From an optimization exercise on the open Yosys and OpenROAD flow, aimed at small area, a short achievable clock period and few clock cycles; shortcuts taken in it are not production practice. RTL that was checked went through simulation tests only; none was proved equivalent to the original. Function not checked in runs 1 and 3: the RTL went through the layout flow alone. Power and IR drop assume default switching activity.

File: flow/constraint.sdc
create_clock -name core_clock -period 10.0 [get_ports {clk}]
set_input_delay 2.0000 -clock core_clock [delete_from_list [all_inputs] [get_ports {clk}]]
set_output_delay 2.0000 -clock core_clock [all_outputs]
set_load 0.01 [all_outputs]
File: flow/config.mk
export PLATFORM = sky130hd
export DESIGN_NAME = bdd_deframer
export DESIGN_NICKNAME = bdd_deframer
export VERILOG_FILES = /design/flow/design.v
export SDC_FILE = /design/flow/constraint.sdc
export NUM_CORES = 4
export LEC_CHECK = 0
export CAP_MARGIN = 20
export CORE_MARGIN = 2
export CORE_UTILIZATION = 55
export SETUP_SLACK_MARGIN = 5
export SLEW_MARGIN = 20
File: flow/run.sh
#!/bin/bash
# synth_recipe.tcl (not shown) runs the flow's synth.tcl, then flattens the netlist and writes it again
# the make line also repeats each setting of config.mk as NAME=value (left out here)
make -C /OpenROAD-flow-scripts/flow DESIGN_CONFIG=/design/flow/config.mk WORK_HOME=/design/flow/orfs CLKGATE_MAP_FILE= SYNTH_SCRIPT=/design/flow/synth_recipe.tcl finish
File: flow/design.v
module bdd_dec #(
    parameter MAX_FRAME = 32,
    parameter MIN_FRAME = 4
) (
    input  wire       clk,
    input  wire       rst,
    input  wire       adv,        
    input  wire       a_v,        
    input  wire       b_v,        
    input  wire       clr,        
    input  wire [7:0] bits,       
    input  wire       step,       
    input  wire       commit,     
    output wire       good,       
    output wire       ce,         
    output wire [1:0] nev,        
    output wire       good_raw,   
    output wire [4:0] len,        
    output wire [5:0] count_o,    
    output wire [4:0] base_o,     
    input  wire [4:0] rd_idx,
    output wire [7:0] rd_data
);
    localparam [15:0] CRC_POLY_R = 16'h8408;
    localparam [15:0] CRC_INIT   = 16'hFFFF;
    localparam [15:0] CRC_GOOD   = 16'hF0B8;
    function [15:0] crc_update;
        input [15:0] c;
        input [7:0]  b;
        integer k;
        begin
            crc_update = c ^ {8'h00, b};
            for (k = 0; k < 8; k = k + 1) begin
                if (crc_update[0])
                    crc_update = (crc_update >> 1) ^ CRC_POLY_R;
                else
                    crc_update = crc_update >> 1;
            end
        end
    endfunction
    function [5:0] add6;
        input [5:0] a;
        input [5:0] b;
        input       ci;
        reg   [5:0] g, p, gg, pp;
        integer     k, d;
        begin
            g  = a & b;
            p  = a ^ b;
            gg = g;
            pp = p;
            gg[0] = g[0] | (p[0] & ci);
            for (d = 1; d < 6; d = d * 2)
                for (k = 5; k >= d; k = k - 1) begin
                    gg[k] = gg[k] | (pp[k] & gg[k-d]);
                    pp[k] = pp[k] & pp[k-d];
                end
            add6 = p ^ {gg[4:0], ci};
        end
    endfunction
    reg  [7:1] w_r;         
    reg        in_frame;
    wire [14:0] e;
    assign e[6:0] = clr ? 7'd0 : w_r[7:1];
    genvar gi;
    generate
        for (gi = 0; gi < 8; gi = gi + 1) begin : g_bits
            assign e[7+gi] = bits[7-gi];
        end
    endgenerate
    wire       f0 = clr ? 1'b0 : in_frame;
    reg  [7:0] flag, inv, stuf, evm;
    reg  [8:0] fr;            
    reg  [7:0] evc, eva;
    reg  [2:0] ns [0:8];      
    reg  [7:0] dnew;          
    reg  [7:0] evb;
    reg  [7:0] ok;            
    reg  [2:0] m_post;        
    reg        ev1c, ev1a, ext, rs, anyflag;
    integer    i, j;
    always @(*) begin
        for (i = 0; i < 8; i = i + 1) begin
            flag[i] = !e[i+7] && (&e[i+6 -: 6]) && !e[i];
            inv[i]  = (&e[i+7 -: 7]) && !e[i];
            stuf[i] = !e[i+7] && (&e[i+6 -: 5]) && !e[i+1];
            evm[i]  = flag[i] | inv[i];
        end
        anyflag = |flag;
        fr[0] = f0;
        for (i = 0; i < 8; i = i + 1)
            fr[i+1] = flag[i] | (fr[i] & !inv[i]);
        for (i = 0; i < 8; i = i + 1) begin
            evc[i] = fr[i] & flag[i];
            eva[i] = fr[i] & inv[i];
        end
        ev1c = (evc[0] | eva[0]) ? evc[0] : |evc;
        ev1a = (evc[0] | eva[0]) ? eva[0] : |eva;
        ext  = (evc[0] | eva[0]) && (evc[7] | eva[7]);
        rs   = clr | anyflag | (|eva);
        ns[0] = 3'b001;           
        for (i = 0; i < 8; i = i + 1)
            ns[i+1] = stuf[i] ? {ns[i][1:0], 1'b0} : ns[i];
        for (j = 0; j < 8; j = j + 1) begin
            dnew[j] = !stuf[j] & ns[j][0] & e[7+j];
            if (j + 1 < 8) dnew[j] = dnew[j] | (!stuf[j+1] & ns[j+1][1] & e[8+j]);
            if (j + 2 < 8) dnew[j] = dnew[j] | (!stuf[j+2] & ns[j+2][2] & e[9+j]);
        end
        evb[0] = evm[0];
        for (i = 1; i < 8; i = i + 1)
            evb[i] = evb[i-1] | evm[i];
        for (j = 1; j <= 8; j = j + 1) begin
            ok[j-1] = 1'b0;
            for (i = j - 1; i <= j + 1 && i < 8; i = i + 1)
                ok[j-1] = ok[j-1] | (!stuf[i] & ns[i][i-j+1] & !evb[i]);
        end
        m_post = 3'd0;
        for (i = 0; i < 7; i = i + 1)
            if (flag[i])
                m_post = m_post | ((7 - i) - ((i == 0) ? (stuf[6] | stuf[7]) :
                                              (i == 1) ? stuf[7] : 1'b0));
        if (flag[7])
            m_post = 3'd0;
    end
    reg  [7:0] q_dnew;
    reg  [2:0] q_ns;           
    reg  [7:0] q_ok;
    reg  [2:0] q_mpost;
    reg        q_anyflag, q_f0, q_ev1c, q_ev1a, q_ext, q_rs;
    always @(posedge clk) begin
        if (rst) begin
            w_r      <= 7'd0;
            in_frame <= 1'b0;
        end else if (adv && a_v) begin
            w_r      <= e[14:8];
            in_frame <= fr[8];
        end
    end
    always @(posedge clk) begin
        if (adv) begin
            q_dnew    <= dnew;
            q_ns      <= ns[8];
            q_ok      <= ok;
            q_mpost   <= m_post;
            q_anyflag <= anyflag;
            q_f0      <= f0;
            q_ev1c    <= ev1c;
            q_ev1a    <= ev1a;
            q_ext     <= ext;
            q_rs      <= rs;
        end
    end
    reg  [2:0] nbits;       
    reg  [7:0] acc;         
    reg  [15:0] x;
    reg  [7:0] nboh;
    reg        comp;
    reg  [7:0] cb, a;
    reg  [2:0] nb;
    integer    ib, jb;
    always @(*) begin
        for (jb = 0; jb < 8; jb = jb + 1)
            nboh[jb] = (nbits == jb);
        x = {q_dnew, acc};
        cb = 8'd0;
        for (jb = 0; jb < 8; jb = jb + 1)
            cb = cb | ({8{nboh[jb]}} & x[15-jb -: 8]);
        a = q_ns[0] ? q_dnew : q_ns[1] ? {q_dnew[6:0], acc[7]} : {q_dnew[5:0], acc[7:6]};
        comp = q_f0 & q_ok[7 - nbits];
        nb = q_anyflag ? q_mpost : (nbits - (q_ns[1] ? 3'd1 : q_ns[2] ? 3'd2 : 3'd0));
    end
    reg        p_comp, p_ev1c, p_ev1a, p_ext, p_rs;
    reg  [7:0] p_cb;
    always @(posedge clk) begin
        if (adv) begin
            if (b_v) begin
                nbits <= nb;
                acc   <= a;
            end
            p_comp <= comp;
            p_cb   <= cb;
            p_ev1c <= q_ev1c;
            p_ev1a <= q_ev1a;
            p_ext  <= q_ext;
            p_rs   <= q_rs;
        end
    end
    reg  [5:0]  count;
    reg  [15:0] crc;
    reg  [4:0]  base;
    reg  [4:0]  wp;
    reg  [7:0]  ring [0:31];
    wire        wr        = p_comp && !count[5];
    wire        p_step    = step;
    wire [5:0]  count_mid = add6(count, 6'd0, wr);
    wire [15:0] crc_new   = crc_update(crc, p_cb);
    wire [15:0] crc_mid   = wr ? crc_new : crc;
    wire [5:0]  wp_mid    = add6({1'b0, wp}, 6'd0, wr);
    wire        long_en   = (count >= MIN_FRAME) || (wr && count == MIN_FRAME - 1);
    wire        crc_ok    = wr ? (crc_new == CRC_GOOD) : (crc == CRC_GOOD);
    wire        is_good   = p_ev1c && long_en && crc_ok;
    wire [5:0]  len_w     = add6(count, 6'h3F, 1'b0);      
    wire [5:0]  len_n     = add6(count, 6'h3E, 1'b0);      
    wire [5:0]  wp_back   = add6(wp_mid, 6'h3E, 1'b0);     
    assign good = p_step && is_good;
    assign ce   = p_step && p_ev1c && long_en && !crc_ok;
    assign nev  = {p_ext, (p_ev1c | p_ev1a) & !p_ext};
    assign good_raw = is_good;
    assign len  = wr ? len_w[4:0] : len_n[4:0];
    assign count_o = count;
    assign base_o  = base;
    assign rd_data = ring[rd_idx];
    wire [4:0] base_n = (is_good && commit) ? wp_back[4:0] : base;
    always @(posedge clk) begin
        if (rst) begin
            base <= 5'd0;
        end else if (adv && p_step && p_rs) begin
            base <= base_n;
        end
    end
    always @(posedge clk) begin
        if (adv && p_step) begin
            if (p_rs) begin
                count <= 6'd0;
                crc   <= CRC_INIT;
                wp    <= base_n;
            end else begin
                count <= count_mid;
                crc   <= crc_mid;
                wp    <= wp_mid[4:0];
            end
        end
    end
    reg        s_wr;
    reg  [4:0] s_wp;
    reg  [7:0] s_cb;
    always @(posedge clk) begin
        if (rst)
            s_wr <= 1'b0;
        else
            s_wr <= adv && p_step && wr;
    end
    always @(posedge clk) begin
        s_wp <= wp;
        s_cb <= p_cb;
    end
    always @(posedge clk) begin
        if (s_wr)
            ring[s_wp] <= s_cb;
    end
endmodule
module bdd_deframer (
    input  wire        clk,
    input  wire        rst,
    input  wire        in_valid,
    input  wire [7:0]  in_data,
    output wire        in_ready,
    output wire        out_valid,
    output wire [7:0]  out_data,
    input  wire        out_ready,
    output wire        chunk_done,
    output reg         locked,
    output reg         sel,
    output reg  [15:0] frame_count,
    output reg  [15:0] fcs_err_count,
    output reg  [15:0] in_byte_count,
    output reg  [15:0] out_byte_count
);
    localparam MAX_FRAME     = 32;
    localparam MIN_FRAME     = 4;
    localparam CHUNK_SIZE    = 34;
    localparam RESYNC_PERIOD = 4;
    localparam QD            = 4;    
    function [15:0] add16;
        input [15:0] a;
        input [15:0] b;
        input        ci;
        reg   [15:0] g, p, gg, pp;
        integer      k, d;
        begin
            g  = a & b;
            p  = a ^ b;
            gg = g;
            pp = p;
            gg[0] = g[0] | (p[0] & ci);
            for (d = 1; d < 16; d = d * 2)
                for (k = 15; k >= d; k = k - 1) begin
                    gg[k] = gg[k] | (pp[k] & gg[k-d]);
                    pp[k] = pp[k] & pp[k-d];
                end
            add16 = p ^ {gg[14:0], ci};
        end
    endfunction
    reg  rst_r;
    always @(posedge clk)
        rst_r <= rst;
    wire [5:0] count0, count1;
    wire [4:0] base0, base1;
    reg  [4:0] rp0, rp1;             
    reg  [2:0] q_cnt;
    wire [15:0] u0 = add16({11'd0, base0}, {11'h7FF, ~rp0}, 1'b1);    
    wire [15:0] u1 = add16({11'd0, base1}, {11'h7FF, ~rp1}, 1'b1);
    wire [15:0] s0 = add16({10'd0, count0}, {11'd0, u0[4:0]}, 1'b0);
    wire [15:0] s1 = add16({10'd0, count1}, {11'd0, u1[4:0]}, 1'b0);
    wire full0 = (u0[4:0] != 5'd0) && (s0[5:0] >= 6'd31);
    wire full1 = (u1[4:0] != 5'd0) && (s1[5:0] >= 6'd31);
    wire q_full;
    wire stall_n = full0 || full1 || q_full || (adv && p_v && p_eval && p_last);
    reg  stall;
    always @(posedge clk) begin
        if (rst_r) stall <= 1'b0;
        else     stall <= stall_n;
    end
    reg  in_rdy;
    always @(posedge clk)
        in_rdy <= (rst_r || !stall_n) && !rst;
    wire adv   = !stall;
    reg  [5:0] byte_idx;
    reg  [1:0] phase;
    reg        r_v, r_first, r_last, r_eval, r_clr0, r_clr1;
    reg  [7:0] r_byte;
    assign in_ready = in_rdy;
    wire take   = in_valid && in_ready;
    wire [15:0] bidx_inc = add16({10'd0, byte_idx}, 16'd0, 1'b1);
    always @(posedge clk) begin
        if (rst_r) begin
            byte_idx <= 6'd0;
            phase    <= 2'd0;
            r_v      <= 1'b0;
        end else if (adv) begin
            r_v <= take;
            if (take) begin
                if (byte_idx == CHUNK_SIZE - 1) begin
                    byte_idx <= 6'd0;
                    phase    <= phase + 2'd1;
                end else begin
                    byte_idx <= bidx_inc[5:0];
                end
            end
        end
    end
    always @(posedge clk) begin
        if (adv) begin
            r_byte  <= in_data;
            r_first <= (byte_idx == 6'd0);
            r_last  <= (byte_idx == CHUNK_SIZE - 1);
            r_eval  <= (phase == 2'd0);
            r_clr0  <= (phase == 2'd0) && (byte_idx == 6'd0) &&  sel;
            r_clr1  <= (phase == 2'd0) && (byte_idx == 6'd0) && !sel;
        end
    end
    reg  q_v, q_first, q_last, q_eval;      
    reg  p_v, p_first, p_last, p_eval;      
    wire clr0  = r_clr0;
    wire clr1  = r_clr1;
    wire step0 = p_v && (p_eval || !sel);
    wire step1 = p_v && (p_eval ||  sel);
    wire       good0, good1, ce0, ce1, gr0, gr1;
    wire [1:0] nev0, nev1;
    wire [4:0] len0, len1;
    wire [7:0] rd0, rd1;
    bdd_dec #(.MAX_FRAME(MAX_FRAME), .MIN_FRAME(MIN_FRAME)) u_dec0 (
        .clk(clk), .rst(rst_r), .adv(adv),
        .a_v(r_v), .b_v(q_v), .clr(clr0), .bits(r_byte),
        .step(step0), .commit(!sel), .good(good0), .ce(ce0), .nev(nev0), .good_raw(gr0), .len(len0),
        .count_o(count0), .base_o(base0),
        .rd_idx(rp0), .rd_data(rd0)
    );
    bdd_dec #(.MAX_FRAME(MAX_FRAME), .MIN_FRAME(MIN_FRAME)) u_dec1 (
        .clk(clk), .rst(rst_r), .adv(adv),
        .a_v(r_v), .b_v(q_v), .clr(clr1), .bits(~r_byte),
        .step(step1), .commit(sel), .good(good1), .ce(ce1), .nev(nev1), .good_raw(gr1), .len(len1),
        .count_o(count1), .base_o(base1),
        .rd_idx(rp1), .rd_data(rd1)
    );
    always @(posedge clk) begin
        if (rst_r) begin
            q_v <= 1'b0;
            p_v <= 1'b0;
        end else if (adv) begin
            q_v <= r_v;
            p_v <= q_v;
        end
    end
    always @(posedge clk) begin
        if (adv) begin
            q_first <= r_first;
            q_last  <= r_last;
            q_eval  <= r_eval;
            p_first <= q_first;
            p_last  <= q_last;
            p_eval  <= q_eval;
        end
    end
    wire       good_sel = sel ? good1 : good0;
    wire       ce_sel   = sel ? ce1   : ce0;
    wire [4:0] len_sel  = sel ? len1  : len0;
    reg  [7:0] d_prev;
    reg  [8:0] d_tot;
    reg  [2:0] pend;
    reg        sw_cyc, d_fix;
    wire [2:0] d_e  = {1'b0, nev1} - {1'b0, nev0};        
    wire [2:0] d_em = {1'b0, nev1} - {1'b0, nev0} - 3'd1;
    wire [2:0] d_ep = {1'b0, nev1} - {1'b0, nev0} + 3'd1;
    wire       g_dn = gr1 && !gr0;                          
    wire       g_up = gr0 && !gr1;
    wire [2:0] delta = g_dn ? d_em : g_up ? d_ep : d_e;     
    wire [15:0] d_app = add16({{7{d_tot[8]}}, d_tot}, {{13{pend[2]}}, pend}, 1'b0);
    function slt9;                        
        input [8:0] a;
        input [8:0] b;
        begin
            slt9 = (a[8] != b[8]) ? a[8] : (a[7:0] < b[7:0]);
        end
    endfunction
    wire [6:0] lt_k, gt_k;                
    genvar gk;
    generate
        for (gk = 0; gk < 7; gk = gk + 1) begin : g_k
            assign lt_k[gk] = slt9(d_tot, gk - 3);
            assign gt_k[gk] = slt9(gk - 3, d_tot);
        end
    endgenerate
    wire [2:0] mp_i = 3'd3 - pend;        
    wire do_switch = sw_cyc && (sel ? gt_k[mp_i] : lt_k[mp_i]);
    wire [15:0] d_cur = add16({{7{d_tot[8]}}, d_tot}, {8'hFF, ~d_prev}, 1'b1);    
    always @(posedge clk) begin
        if (rst_r) begin
            sel    <= 1'b0;
            d_prev <= 8'd0;
            d_tot  <= 9'd0;
            pend   <= 3'd0;
            sw_cyc <= 1'b0;
            d_fix  <= 1'b0;
        end else begin
            sw_cyc <= adv && p_v && p_eval && p_last;
            d_fix  <= sw_cyc;
            if (d_fix)
                d_prev <= d_cur[7:0];
            if (do_switch)
                sel <= ~sel;
            if (adv && p_v && p_eval) begin
                d_tot <= p_first ? {d_prev[7], d_prev} : d_app[8:0];
                pend  <= delta;
            end else begin
                d_tot <= d_app[8:0];
                pend  <= 3'd0;
            end
        end
    end
    reg        s_v, s_good, s_ce, s_last, s_dec;
    reg  [4:0] s_len;
    always @(posedge clk) begin
        if (rst_r)
            s_v <= 1'b0;
        else
            s_v <= adv && p_v;
    end
    always @(posedge clk) begin
        s_good <= good_sel;
        s_ce   <= ce_sel;
        s_len  <= len_sel;
        s_last <= p_last;
        s_dec  <= sel;
    end
    wire [15:0] fc_inc = add16(frame_count, 16'd0, 1'b1);
    wire [15:0] ec_inc = add16(fcs_err_count, 16'd0, 1'b1);
    wire [15:0] ob_add = add16(out_byte_count, {11'd0, s_len}, 1'b0);
    wire [15:0] ib_add = add16(in_byte_count, CHUNK_SIZE, 1'b0);
    reg  cd_r;
    assign chunk_done = cd_r;
    always @(posedge clk) begin
        if (rst || rst_r)
            cd_r <= 1'b0;
        else
            cd_r <= s_v && s_last;
    end
    wire push = s_v && s_good;
    assign q_full = (q_cnt == QD) || ((q_cnt == QD - 1) && (push || (adv && p_v && good_sel)));
    always @(posedge clk) begin
        if (rst_r) begin
            locked         <= 1'b0;
            frame_count    <= 16'd0;
            fcs_err_count  <= 16'd0;
            in_byte_count  <= 16'd0;
            out_byte_count <= 16'd0;
        end else begin
            if (s_v) begin
                if (s_good) begin
                    frame_count    <= fc_inc;
                    out_byte_count <= ob_add;
                end
                if (s_ce)
                    fcs_err_count <= ec_inc;
                if (s_last)
                    in_byte_count <= ib_add;
                if (s_good)
                    locked <= 1'b1;
            end
            if (do_switch)
                locked <= 1'b0;
        end
    end
    reg  [5:0] q_mem [0:QD-1];      
    reg  [1:0] q_wr, q_rd;
    wire       q_pop;
    wire [15:0] q_cnt_inc = add16({13'd0, q_cnt}, 16'd0, 1'b1);
    wire [15:0] q_cnt_dec = add16({13'd0, q_cnt}, 16'hFFFF, 1'b0);
    always @(posedge clk) begin
        if (push)
            q_mem[q_wr] <= {s_dec, s_len};
    end
    always @(posedge clk) begin
        if (rst_r) begin
            q_wr  <= 2'd0;
            q_rd  <= 2'd0;
            q_cnt <= 3'd0;
        end else begin
            if (push)  q_wr <= q_wr + 2'd1;
            if (q_pop) q_rd <= q_rd + 2'd1;
            if (push && !q_pop)
                q_cnt <= q_cnt_inc;
            else if (q_pop && !push)
                q_cnt <= q_cnt_dec;
        end
    end
    localparam [1:0] E_IDLE = 2'd0, E_LEN = 2'd1, E_PAY = 2'd2;
    reg  [1:0] e_st;
    reg        e_dec;
    reg  [4:0] e_len;
    reg  [4:0] e_rem;
    reg        f_v, g_v;
    reg  [7:0] f_d, g_d;
    reg  [7:0] nbyte;
    assign out_valid = f_v;
    assign out_data  = f_d;
    wire make = !g_v && ((e_st != E_IDLE) || (q_cnt != 3'd0));
    wire pop  = f_v && out_ready;
    wire [15:0] rp0_inc   = add16({11'd0, rp0}, 16'd0, 1'b1);
    wire [15:0] rp1_inc   = add16({11'd0, rp1}, 16'd0, 1'b1);
    wire [15:0] e_rem_dec = add16({11'd0, e_rem}, 16'hFFFF, 1'b0);
    assign q_pop = make && (e_st == E_IDLE);
    wire [5:0] q_head = q_mem[q_rd];
    always @(*) begin
        case (e_st)
            E_PAY:   nbyte = e_dec ? rd1 : rd0;
            E_LEN:   nbyte = {3'b000, e_len};
            default: nbyte = 8'h00;
        endcase
    end
    always @(posedge clk) begin
        if (rst_r) begin
            e_st <= E_IDLE;
            rp0  <= 5'd0;
            rp1  <= 5'd0;
        end else if (make) begin
            case (e_st)
                E_PAY: begin
                    if (e_dec) rp1 <= rp1_inc[4:0];
                    else       rp0 <= rp0_inc[4:0];
                    if (e_rem == 5'd1)
                        e_st <= E_IDLE;
                end
                E_LEN:   e_st <= E_PAY;
                default: e_st <= E_LEN;
            endcase
        end
    end
    always @(posedge clk) begin
        if (make) begin
            case (e_st)
                E_PAY:   e_rem <= e_rem_dec[4:0];
                E_LEN:   e_rem <= e_len;
                default: begin
                    e_dec <= q_head[5];
                    e_len <= q_head[4:0];
                end
            endcase
        end
    end
    always @(posedge clk) begin
        if (rst || rst_r) begin
            f_v <= 1'b0;
            g_v <= 1'b0;
        end else if (pop && g_v) begin
            g_v <= 1'b0;
        end else if (pop || !f_v) begin
            f_v <= make;
        end else if (make) begin
            g_v <= 1'b1;
        end
    end
    always @(posedge clk) begin
        if (pop && g_v)
            f_d <= g_d;
        else if (pop || !f_v)
            f_d <= nbyte;
        if (f_v && !pop && make)
            g_d <= nbyte;
    end
endmodule
==> results.toml, run 1 <==
[worst_setup_path]
critPathMaxFanout = 22
path_class = "reg -> out"
cp_slowest_cell = "dfxtp_1"
cp_top_family = "flip-flops"
slowest_delay_ns = 0.97
crit_buf_inv = 1
crit_cells = 1
startpoint_type = "flop"
crit_path_cell_trace = "clkdlybuf4s50_1"
r2r_cells = 7
cp.arrival_ns = 2.30
crit_path_end_kind = "primary output"
cp.required_ns = 8.00

[clock_tree]
cts-root-buf = "clkbuf_16"
postCtsSetupBuffers = 0
clock_sinks = 935
cts-resized-gates = 0
cts_made_buffers = 97
tritoncts = "built"
h-tree-depth = 3
cts.clk_slew.worst_paths_ns = 0.06
clockBufferDepth = 3
cts_hold_buf = 0
clkLatencyLatePin_ns = 0.67

[sta]
final_max_slew_viol_count = 0
hold_viol = 0
fin_crit_sh_pct = 43.01
finalSetupTns_ns = 0
final.min_clock_period_ns = 4.301
timing.fmax_mhz = 232.5
max_slew_margin_pct = 26.23
tightestPinTransition_ns = 1.103
clock_skew_ns = 0.05933
worst_hold_slack_ns = 0.4003
rsz0062_at_grt = "no"
setup_violations = 0

[detailed_routing]
wirelength_um = 94620
dr.pass1.iters = 6
wl_per_cell_um = 22.73
dr_total_vias = 24950
vias_per_cell = 5.994
drtIter0Drc = 2287
ant_nets = 0
drc = 0

[finish]
multi_input_area_um2 = 14750
diodes = 0
fillerInstances = 5751
final_nets = 3216
register_area_um2 = 26130
area_delta_synth_final_pct = 11.71
drive_gt1_share_pct = 12.94

[die]
die_area_um2 = 78220
ios = 89
start_util_pct = 55.31
die_h_um = 279.7
chipWidth_um = 279.7
core_area_um2 = 75570
placementRows = 101

[synth]
ys_warn_count = 3
synth_top_area_share_pct = 53.02
ys.flop_type = "edfxtp_1"
synthCells = 3033
ys_seq_elements = 935
avgSynthCellArea_um2 = 13.78
post_synth_num_cell_types = 82
synth_area_leader_cell = "edfxtp_1"
synth_area_um2 = 41800
yosysSeqAreaShare_pct = 62.45
synth-edff-count = 738
synth_fp_nets = 3149
netlist_top_cells_area = "edfxtp_1, dfxtp_1, mux4_2"
synthArstFlopShare_pct = 0

[place]
hpwlAfterDp_um = 62790
routabilityCongestion = 0.9030
io_buffers = 87

[power_and_ir_drop]
worst_ir_drop_vdd_mv = 0.1432
power.static_leakage_nw = 15.75
p_total_mw = 10.23
power.density_nw_per_um2 = 219.1

[worst_hold_path]
hold_path_class = "reg -> reg"
whs_path_depth = 0

[global_route]
grt_pass1_vias = 24890
antenna_found_initial = 0
grt_pass1_wl_um = 146100
grt_start_max_net_pins = 88
grt_util_all_layers_pct = 24.29
grt-ovfl-total = 0

[status]
outcome = "finished clean"

[flow_run]
drv_cap = 0
layer usage:
metal  wire, um  share of wire, %  track usage (%)  up-vias
li1           -                 -                -    11520
met2      44860                47            39.09      798
met3       5860               6.2            3.603      145
met4       2168               2.3            6.650        0
met5          0                 0                0        -
met1      41730                44            34.83    12490
state kept, by name, indices dropped and copies added, names as in the netlist, 9 cells and up, named ones only:
name and flops:
in_byte_count 15, d_tot 9, out_byte_count 16, frame_count 16, u_dec0.crc 16, u_dec1.crc 16
q_mem 24, fcs_err_count 16, u_dec1.ring 256, u_dec0.ring 256
cell type report:
| cell class | count | area share, % |
|---|---|---|
| inverters | 107 | 0.8655 |
| flip-flops and latches | 935 | 55.96 |
| multi-input cells | 1853 | 31.59 |
| repair buffers | 106 | 2.178 |
| clock buffers | 134 | 5.804 |
| clock inverters | 49 | 0.9753 |
| well taps | 978 | 2.621 |
cells in the final DEF (no fill, tap or decap), drive strengths merged, types with 38 or more instances in the layout:
master	instances
ha	94
edfxtp	738
dfxtp	197
inv	106
a21oi	103
o21ai	102
nand2	230
mux4	174
xor2	92
nor2b	38
nand3	82
mux2i	73
clkinv	42
clkdlybuf4s50	87
nand2b	48
xnor2	87
nor2	292
clkbuf	134
cells in the mapped netlist, drive strengths merged (10+ instances only):
cell type / instances
a211oi: 14
dfxtp: 197
edfxtp: 738
nand4: 28
xor2: 92
o22ai: 10
nand2b: 48
nand4b: 11
or2: 14
nor2b: 38
clkbuf: 100
and2: 10
nor3b: 13
nor2: 292
nor4: 15
inv: 101
and3: 31
xnor2: 87
fa: 10
nor3: 31
or3: 17
nand3: 82
o21ai: 102
a21oi: 103
a31oi: 30
buf: 38
nand3b: 17
nand2: 230
a21o: 20
ha: 94
o211ai: 16
mux2: 26
mux4: 174
mux2i: 73
logic make-up (layout without fill, tap and decap cells):
group           after synthesis  in the layout  synth area share, %
other cells                   1              1             0.008971
flops                       935            935                62.45
fa+ha+maj                   104            104                3.293
mux                         273            273                11.82
buf+inv                     245            396                2.278
simple gates                906            906                10.44
compound gates              390            390                5.900
xor+xnor                    179            179                3.804
report_power, final:
group | internal [mW] | leakage [nW] | switching [mW]
clock network | 2.04 | 1.55 | 1.50
registers | 4.77 | 8.41 | 0.502
logic | 0.631 | 5.80 | 0.792
per-stage QoR:
step	area (um2)	setup WS, ns	util [%]	instances
3_5_place_dp	43510	6.077	57.57	3978
2_1_floorplan	41800	5.512	-	3033
3_3_place_gp	43500	6.194	57.56	3978
4_1_cts	46670	5.662	61.76	4161
5_1_grt	46700	5.631	61.79	4162
6_report	46700	5.699	61.79	4162
path summary, 6_finish.rpt:
check / start / endpoint / slack [ns]
max reg2reg: flop / f_d[3] / 6.32
min reg2reg: u_dec1.p_cb[0] / u_dec1.s_cb[0] / 0.40
max: sel / sel / 5.70
min: u_dec1.p_cb[0] / u_dec1.s_cb[0] / 0.40
==> inputs of run 2 (changes only) <==
--- a/flow/design.v
+++ b/flow/design.v
@@ -169,7 +169,7 @@
         comp = q_f0 & q_ok[7 - nbits];
         nb = q_anyflag ? q_mpost : (nbits - (q_ns[1] ? 3'd1 : q_ns[2] ? 3'd2 : 3'd0));
     end
-    reg        p_comp, p_ev1c, p_ev1a, p_ext, p_rs;
+    reg        p_comp, p_ev1c, p_ev1a, p_ext, p_rs, p_f0;
     reg  [7:0] p_cb;
     always @(posedge clk) begin
         if (adv) begin
@@ -183,6 +183,7 @@
             p_ev1a <= q_ev1a;
             p_ext  <= q_ext;
             p_rs   <= q_rs;
+            p_f0   <= q_f0;
         end
     end
     reg  [5:0]  count;
@@ -196,7 +197,7 @@
     wire [15:0] crc_new   = crc_update(crc, p_cb);
     wire [15:0] crc_mid   = wr ? crc_new : crc;
     wire [5:0]  wp_mid    = add6({1'b0, wp}, 6'd0, wr);
-    wire        long_en   = (count >= MIN_FRAME) || (wr && count == MIN_FRAME - 1);
+    wire        long_en   = p_f0 && ((count >= MIN_FRAME) || (wr && count == MIN_FRAME - 1));
     wire        crc_ok    = wr ? (crc_new == CRC_GOOD) : (crc == CRC_GOOD);
     wire        is_good   = p_ev1c && long_en && crc_ok;
     wire [5:0]  len_w     = add6(count, 6'h3F, 1'b0);      
--- a/flow/config.mk
+++ b/flow/config.mk
@@ -7,6 +7,6 @@
 export LEC_CHECK = 0
 export CAP_MARGIN = 20
 export CORE_MARGIN = 2
-export CORE_UTILIZATION = 55
+export CORE_UTILIZATION = 40
 export SETUP_SLACK_MARGIN = 5
 export SLEW_MARGIN = 20
==> run 2 against run 1 <==
Net effect: critical path type is now reg -> reg; clock-buffer cell count shrank 10; fmax up 14%; critical path depth grew 7; first-iteration DRC count is 6.3% higher; die area up 36%; largest cell class unchanged; critical endpoint is now f_d[0]; worst setup slack better by 0.53 ns; synthesized cell count is 2.3% lower.
==> results.toml, run 2 <==
[status]
outcome = "finished clean"

[finish]
layout_commonest_cell = "edfxtp_1"
utilization_pct = 45.85
reg_top3 = "u_dec0.ring: 256 flops, u_dec1.ring: 256 flops, q_mem: 24 flops"
area_delta_synth_final_pct = 13.90
final_nets = 3159
drive_gt1_share_pct = 14.39
layout_common_cells = "edfxtp_1, nor2_1, nand2_1, dfxtp_1, mux4_2"

[die]
die_h_um = 326.5
core_area_um2 = 103300
placementRows = 118
die_area_um2 = 106600
ios = 89
start_util_pct = 40.25
chipWidth_um = 326.5

[sta]
final.min_clock_period_ns = 3.768
setup_violations = 0
tightestPinTransition_ns = 1.215
max_slew_margin_pct = 18.68
timing.fmax_mhz = 265.4
clock_skew_ns = 0.03633
fin_crit_sh_pct = 37.68
finalSetupTns_ns = 0
hold_viol = 0
final_max_slew_viol_count = 0
rsz0062_at_grt = "no"

[global_route]
grt-ovfl-total = 0
antenna_found_initial = 1
grt_start_max_net_pins = 79
grt_pass1_wl_um = 141800
grt_pass1_vias = 23530
grt_util_all_layers_pct = 17.13

[synth]
synth_area_um2 = 41600
synth_top_area_share_pct = 53.42
synthCells = 2964
post_synth_num_cell_types = 91
synthArstFlopShare_pct = 0
synth_area_leader_cell = "edfxtp_1"
yosysSeqAreaShare_pct = 62.90
ys_seq_elements = 937
synth_fp_nets = 3080
synth_most_common_cell = "edfxtp_1"
netlist_top_cells_area = "edfxtp_1, dfxtp_1, mux4_2"
avgSynthCellArea_um2 = 14.04
ys_top_cells_by_count = "edfxtp_1, nor2_1, nand2_1, dfxtp_1, mux4_2"
ys.flop_type = "edfxtp_1"
ys_warn_count = 3
synth-edff-count = 740

[clock_tree]
clock_sinks = 937
cts_hold_buf = 0
postCtsSetupBuffers = 0
cts.clk_slew.worst_paths_ns = 0.06
clockBufferDepth = 3
tritoncts = "built"
cts_made_buffers = 96
h-tree-depth = 3
clkLatencyLatePin_ns = 0.67
cts-resized-gates = 0
cts-root-buf = "clkbuf_16"

[detailed_routing]
wl_per_cell_um = 20.52
drtIter0Drc = 2432
wirelength_um = 92500
ant_nets = 0
vias_per_cell = 5.357
dr_total_vias = 24150
dr.pass1.iters = 5
drc = 0

[worst_setup_path]
path_class = "reg -> reg"
crit_top_cell = "mux4_2"
crit_path_end_kind = "flop"
cp.required_ns = 10.42
cp.arrival_ns = 4.19
critPathMaxFanout = 41
cp_slowest_cell = "buf_4"
crit_buf_inv = 1
cp_top_family = "multiplexers"
slowest_delay_ns = 0.75
crit_path_cell_trace = "buf_4 -> mux4_2 -> mux4_2 -> mux2i_1 -> nor2_1 -> a21oi_1 -> o21ai_1 -> mux2_2"
startpoint_type = "flop"

[flow_run]
drv_cap = 0

[place]
io_buffers = 87
routabilityCongestion = 0.8479
hpwlAfterDp_um = 60440

[power_and_ir_drop]
power.static_leakage_nw = 15.73
power.density_nw_per_um2 = 229.5
worst_ir_drop_vdd_mv = 0.1386

[worst_hold_path]
hold_path_class = "reg -> reg"
[run 2: cell types whose count changed after synthesis, sizes merged, moves of 7 or more]
cell	before	now
inv	101	113
a21oi	103	117
a31oi	30	12
a211oi	14	22
nand3	82	70
nor2b	38	31
nand2	230	208
nand4	28	21
buf	38	48
xor2	92	82
clkbuf	100	83
[run 2: report_power, final]
part | switching, mW | internal, mW | leakage (nW) | total, mW
clock network | 1.54 | 2.33 | 1.67 | 3.86
logic | 0.787 | 0.633 | 5.62 | 1.42
registers | 0.630 | 4.96 | 8.44 | 5.59
[run 2: logic make-up (layout without fill, tap and decap cells)]
logic type      Yosys count  count (layout)  share of synthesized area [%]
other cells               1               2                       0.009014
fa+ha+maj               105             105                          3.333
flops                   937             937                          62.90
compound gates          389             389                          5.889
mux                     277             277                          11.99
simple gates            841             841                          9.766
xor+xnor                169             169                          3.681
buf+inv                 245             408                          2.439
[run 2: cell type report]
type	count	area, um2
inverter	114	430.4
clock inverter	58	822.0
clock buffer	124	2651
fill	9142	55970
timing repair buffer	112	1086
tap	1380	1727
multi-input combinational	1782	14470
antenna	1	2.502
sequential	937	26190
[run 2: worst paths after layout]
path	from	endpoint	slack [ns]	cells after the start
worst max register to register	flop	f_d[0]	6.23	8
worst min register to register	u_dec1.p_cb[0]	u_dec1.s_cb[0]	0.38	0
worst max-delay path	flop	f_d[0]	6.23	8
worst min-delay path	u_dec1.p_cb[0]	u_dec1.s_cb[0]	0.38	0
[run 2: metal layers]
metal / part of all wire, % / vias up / GRT usage, %
met3: 6.0 / 113 / 3.024
met1: 46 / 12060 / 25.07
met4: 2.0 / 0 / 3.999
li1: - / 11320 / -
met2: 46 / 659 / 26.67
met5: 0 / - / 0
[run 2: stage by stage]
stage / total power, mW / instance area (um2) / instances / setup slack, ns / hold slack (ns)
2_1_floorplan: 6.523 / 41600 / 2964 / 6.398 / 0.3521
3_3_place_gp: 7.067 / 43780 / 4320 / 6.139 / 0.3634
3_5_place_dp: 7.102 / 43800 / 4321 / 6.042 / 0.3732
4_1_cts: 10.97 / 47280 / 4503 / 6.140 / 0.3855
5_1_grt: 11.34 / 47380 / 4507 / 5.981 / 0.3971
6_report: 10.87 / 47380 / 4508 / 6.232 / 0.3785
[run 2: worst reg2reg max path, cell delays in order (launching register included)]
cell     delay [ns]
dfxtp_4        0.66
buf_4          0.78
mux4_2         0.63
mux4_2         0.52
mux2i_1        0.31
nor2_1         0.08
a21oi_1        0.17
o21ai_1        0.10
mux2_2         0.28
Testbench counts of run 2, summed over its fixed seeds: cycles 6,709.
==> inputs of run 3 (changes only) <==
--- a/flow/design.v
+++ b/flow/design.v
@@ -530,8 +530,8 @@
     reg        e_dec;
     reg  [4:0] e_len;
     reg  [4:0] e_rem;
-    reg        f_v, g_v;
-    reg  [7:0] f_d, g_d;
+    reg        e1_v, f_v, g_v;
+    reg  [7:0] e1_d, f_d, g_d;
     reg  [7:0] nbyte;
     assign out_valid = f_v;
     assign out_data  = f_d;
@@ -569,6 +569,7 @@
     end
     always @(posedge clk) begin
         if (make) begin
+            e1_d <= nbyte;
             case (e_st)
                 E_PAY:   e_rem <= e_rem_dec[4:0];
                 E_LEN:   e_rem <= e_len;
@@ -579,24 +580,29 @@
             endcase
         end
     end
+    wire e1_mv = !g_v || pop;
     always @(posedge clk) begin
         if (rst || rst_r) begin
-            f_v <= 1'b0;
-            g_v <= 1'b0;
-        end else if (pop && g_v) begin
-            g_v <= 1'b0;
-        end else if (pop || !f_v) begin
-            f_v <= make;
-        end else if (make) begin
-            g_v <= 1'b1;
+            e1_v <= 1'b0;
+            f_v  <= 1'b0;
+            g_v  <= 1'b0;
+        end else begin
+            if (e1_mv)
+                e1_v <= make;
+            if (pop) begin
+                f_v <= g_v || e1_v;
+                g_v <= g_v && e1_v;
+            end else if (!f_v) begin
+                f_v <= e1_v;
+            end else begin
+                g_v <= g_v || e1_v;
+            end
         end
     end
     always @(posedge clk) begin
-        if (pop && g_v)
-            f_d <= g_d;
-        else if (pop || !f_v)
-            f_d <= nbyte;
-        if (f_v && !pop && make)
-            g_d <= nbyte;
+        if (pop ? 1'b1 : !f_v)
+            f_d <= (pop && g_v) ? g_d : e1_d;
+        if (!g_v || pop)
+            g_d <= e1_d;
     end
 endmodule
==> run 3 against run 2 <==
Net effect: core utilization shrank 0.32 points; hold slack gained 0.0039 ns; first-iteration DRC count shrank 20%; global-route usage shrank 0.15 points; design area grew 0.99%; fmax shrank 7.4%; critical path depth shrank 7; combinational power grew 9%; cell count grew 1.6%; die area grew 1.7%; largest power group unchanged.
==> results.toml, run 3 <==
[die]
start_util_pct = 40.24
die_area_um2 = 108400
chipWidth_um = 329.2
placementRows = 119
core_area_um2 = 105100
ios = 89
die_h_um = 329.2

[synth]
ys_top_cells_by_count = "edfxtp_1, nor2_1, nand2_1, dfxtp_1, mux4_2"
synth_area_leader_cell = "edfxtp_1"
avgSynthCellArea_um2 = 13.96
synth_fp_nets = 3146
synth_most_common_cell = "edfxtp_1"
post_synth_num_cell_types = 99
yosysSeqAreaShare_pct = 62.47
synth_top_area_share_pct = 53.10
netlist_top_cells_area = "edfxtp_1, dfxtp_1, mux4_2"
synth-edff-count = 748
ys_warn_count = 3
synthArstFlopShare_pct = 0
synthCells = 3030
ys.flop_type = "edfxtp_1"
ys_seq_elements = 946
synth_area_um2 = 42300

[detailed_routing]
drtIter0Drc = 1956
ant_nets = 0
dr_total_vias = 24480
dr.pass1.iters = 6
vias_per_cell = 5.348
wl_per_cell_um = 19.99
drc = 0
wirelength_um = 91520

[clock_tree]
cts_made_buffers = 98
tritoncts = "built"
clock_sinks = 946
postCtsSetupBuffers = 0
cts-resized-gates = 0
clockBufferDepth = 3
h-tree-depth = 3
clkLatencyLatePin_ns = 0.68
cts_hold_buf = 0
cts.clk_slew.worst_paths_ns = 0.06
cts-root-buf = "clkbuf_16"

[worst_setup_path]
crit_path_start = "sel"
crit_path_cell_trace = "clkdlybuf4s50_1"
slowest_delay_ns = 0.73
startpoint_type = "flop"
r2r_slack_ns = 6.53
cp_top_family = "flip-flops"
crit_path_end_kind = "primary output"
cp_slowest_cell = "dfxtp_1"
cp.arrival_ns = 2.07
r2r-end = "e1_d[2]"
critPathMaxFanout = 16
cp.required_ns = 8.00
path_class = "reg -> out"
crit_buf_inv = 1
r2r_cells = 6

[sta]
finalSetupTns_ns = 0
setup_violations = 0
final_max_slew_viol_count = 0
rsz0062_at_grt = "no"
timing.fmax_mhz = 245.8
max_slew_margin_pct = 28.10
tightestPinTransition_ns = 1.078
worst_hold_slack_ns = 0.3824
clock_skew_ns = 0.05186
final.min_clock_period_ns = 4.068
fin_crit_sh_pct = 40.68
hold_viol = 0

[place]
io_buffers = 87
post_dp_cell_area_um2 = 44550
hpwlAfterDp_um = 61290
routabilityCongestion = 0.8519

[finish]
drive_gt1_share_pct = 13.59
area_delta_synth_final_pct = 13.13
utilization_pct = 45.52
layout_common_cells = "edfxtp_1, nor2_1, nand2_1, dfxtp_1, mux4_2"
reg_top3 = "u_dec0.ring: 256 flops, u_dec1.ring: 256 flops, q_mem: 24 flops"
final_nets = 3219
layout_commonest_cell = "edfxtp_1"
stdcell_area_um2 = 47850

[worst_hold_path]
hold_start = "u_dec0.wp[0]"
min_to = "u_dec0.s_wp[0]"
hold_path_class = "reg -> reg"
whs_path_depth = 0

[global_route]
grt_pass1_vias = 24300
grt_start_max_net_pins = 71
grt_util_all_layers_pct = 16.98
antenna_found_initial = 1
grt_pass1_wl_um = 144300
grt-ovfl-total = 0

[power_and_ir_drop]
worst_ir_drop_vdd_mv = 0.1584
power.static_leakage_nw = 16.08
power.density_nw_per_um2 = 220.6
p_total_mw = 10.56

[flow_run]
drv_cap = 0

[status]
outcome = "finished clean"
run 3: cell types whose count changed after synthesis, moves of 9 or more:
cell,delta
nand2_1,+13
nor3_1,+11
buf_1,-9
xnor3_1,+14
or2_2,-12
clkbuf_1,+14
run 3: kinds of logic after synthesis:
logic type,after synthesis,synth area share (%)
and+or+nand+nor,892,10.32
other,1,0.008865
muxes,266,11.48
buffers and inverters,249,2.301
xor gates and xnor gates,172,4.256
AOI/OAI and AO/OA,400,5.904
DFF,946,62.47
adders and majority gates,104,3.254
run 3: per-stage QoR:
step / instances / worst slack (ns)
5_1_grt: 4577 / 5.816
3_5_place_dp: 4394 / 6.440
3_3_place_gp: 4394 / 6.447
6_report: 4578 / 5.932
2_1_floorplan: 3030 / 6.628
4_1_cts: 4576 / 5.876
run 3: worst max-delay path by stage:
stage | endpoint | cells past startpoint
3_3_place_gp | f_d[7] | 3
4_1_cts | sel | 1
2_1_floorplan | u_dec1.crc[0] | 4
3_5_place_dp | f_d[6] | 3
5_1_grt | sel | 1
6_report | sel | 1
run 3: metal layers:
layer	global-route usage, %	share of wire (%)	vias to the layer above
met5	0	0	-
met4	4.308	2.2	0
met3	2.644	4.5	117
met2	27.42	47	555
met1	24.07	46	12220
li1	-	-	11590
run 3: area by class of cell:
| cell class | count | area [um2] |
|---|---|---|
| clock buffer | 118 | 2610 |
| inverter | 115 | 434.2 |
| antenna | 2 | 5.005 |
| fill | 9333 | 57270 |
| tap | 1391 | 1740 |
| multi-input combinational | 1835 | 14910 |
| clock inverter | 64 | 673.1 |
| timing repair buffer | 107 | 1021 |
| sequential | 946 | 26450 |
run 3: report_power, final:
part           switching, mW  leakage, nW  total, mW  internal (mW)
clock                   1.57         1.60       3.66           2.09
sequential             0.499         8.52       5.35           4.85
combinational          0.829         5.96       1.55          0.717

-- what the ideal ports hide --
The results above use ideal ports. As a check the final layouts listed here were re-extracted and re-timed, cells and wires unchanged.
Step 1 assumes that a clkbuf_16 drives the clock port and a buf_2 every other input.
Step 2 also shifts input and output timing later by t, the mid clock arrival at the registers, as if the neighbouring blocks saw the same clock.
a / b / c = no drivers / after step 1 / after step 2; a / b = the first two.
run	t (ns)	setup slack, ns	worst register clock-pin slew, ns
run 1	0.703	5.699 / 5.633 / 6.067	0.06 / 0.06
run 2	0.724	6.232 / 6.232 / 6.023	0.07 / 0.07
run 3	0.729	5.932 / 5.860 / 6.355	0.06 / 0.06
After both steps every run listed still meets setup and hold. For run 2, which loses most, drivers alone change the setup slack by 0.000 ns; drivers and shift together by -0.209 ns.
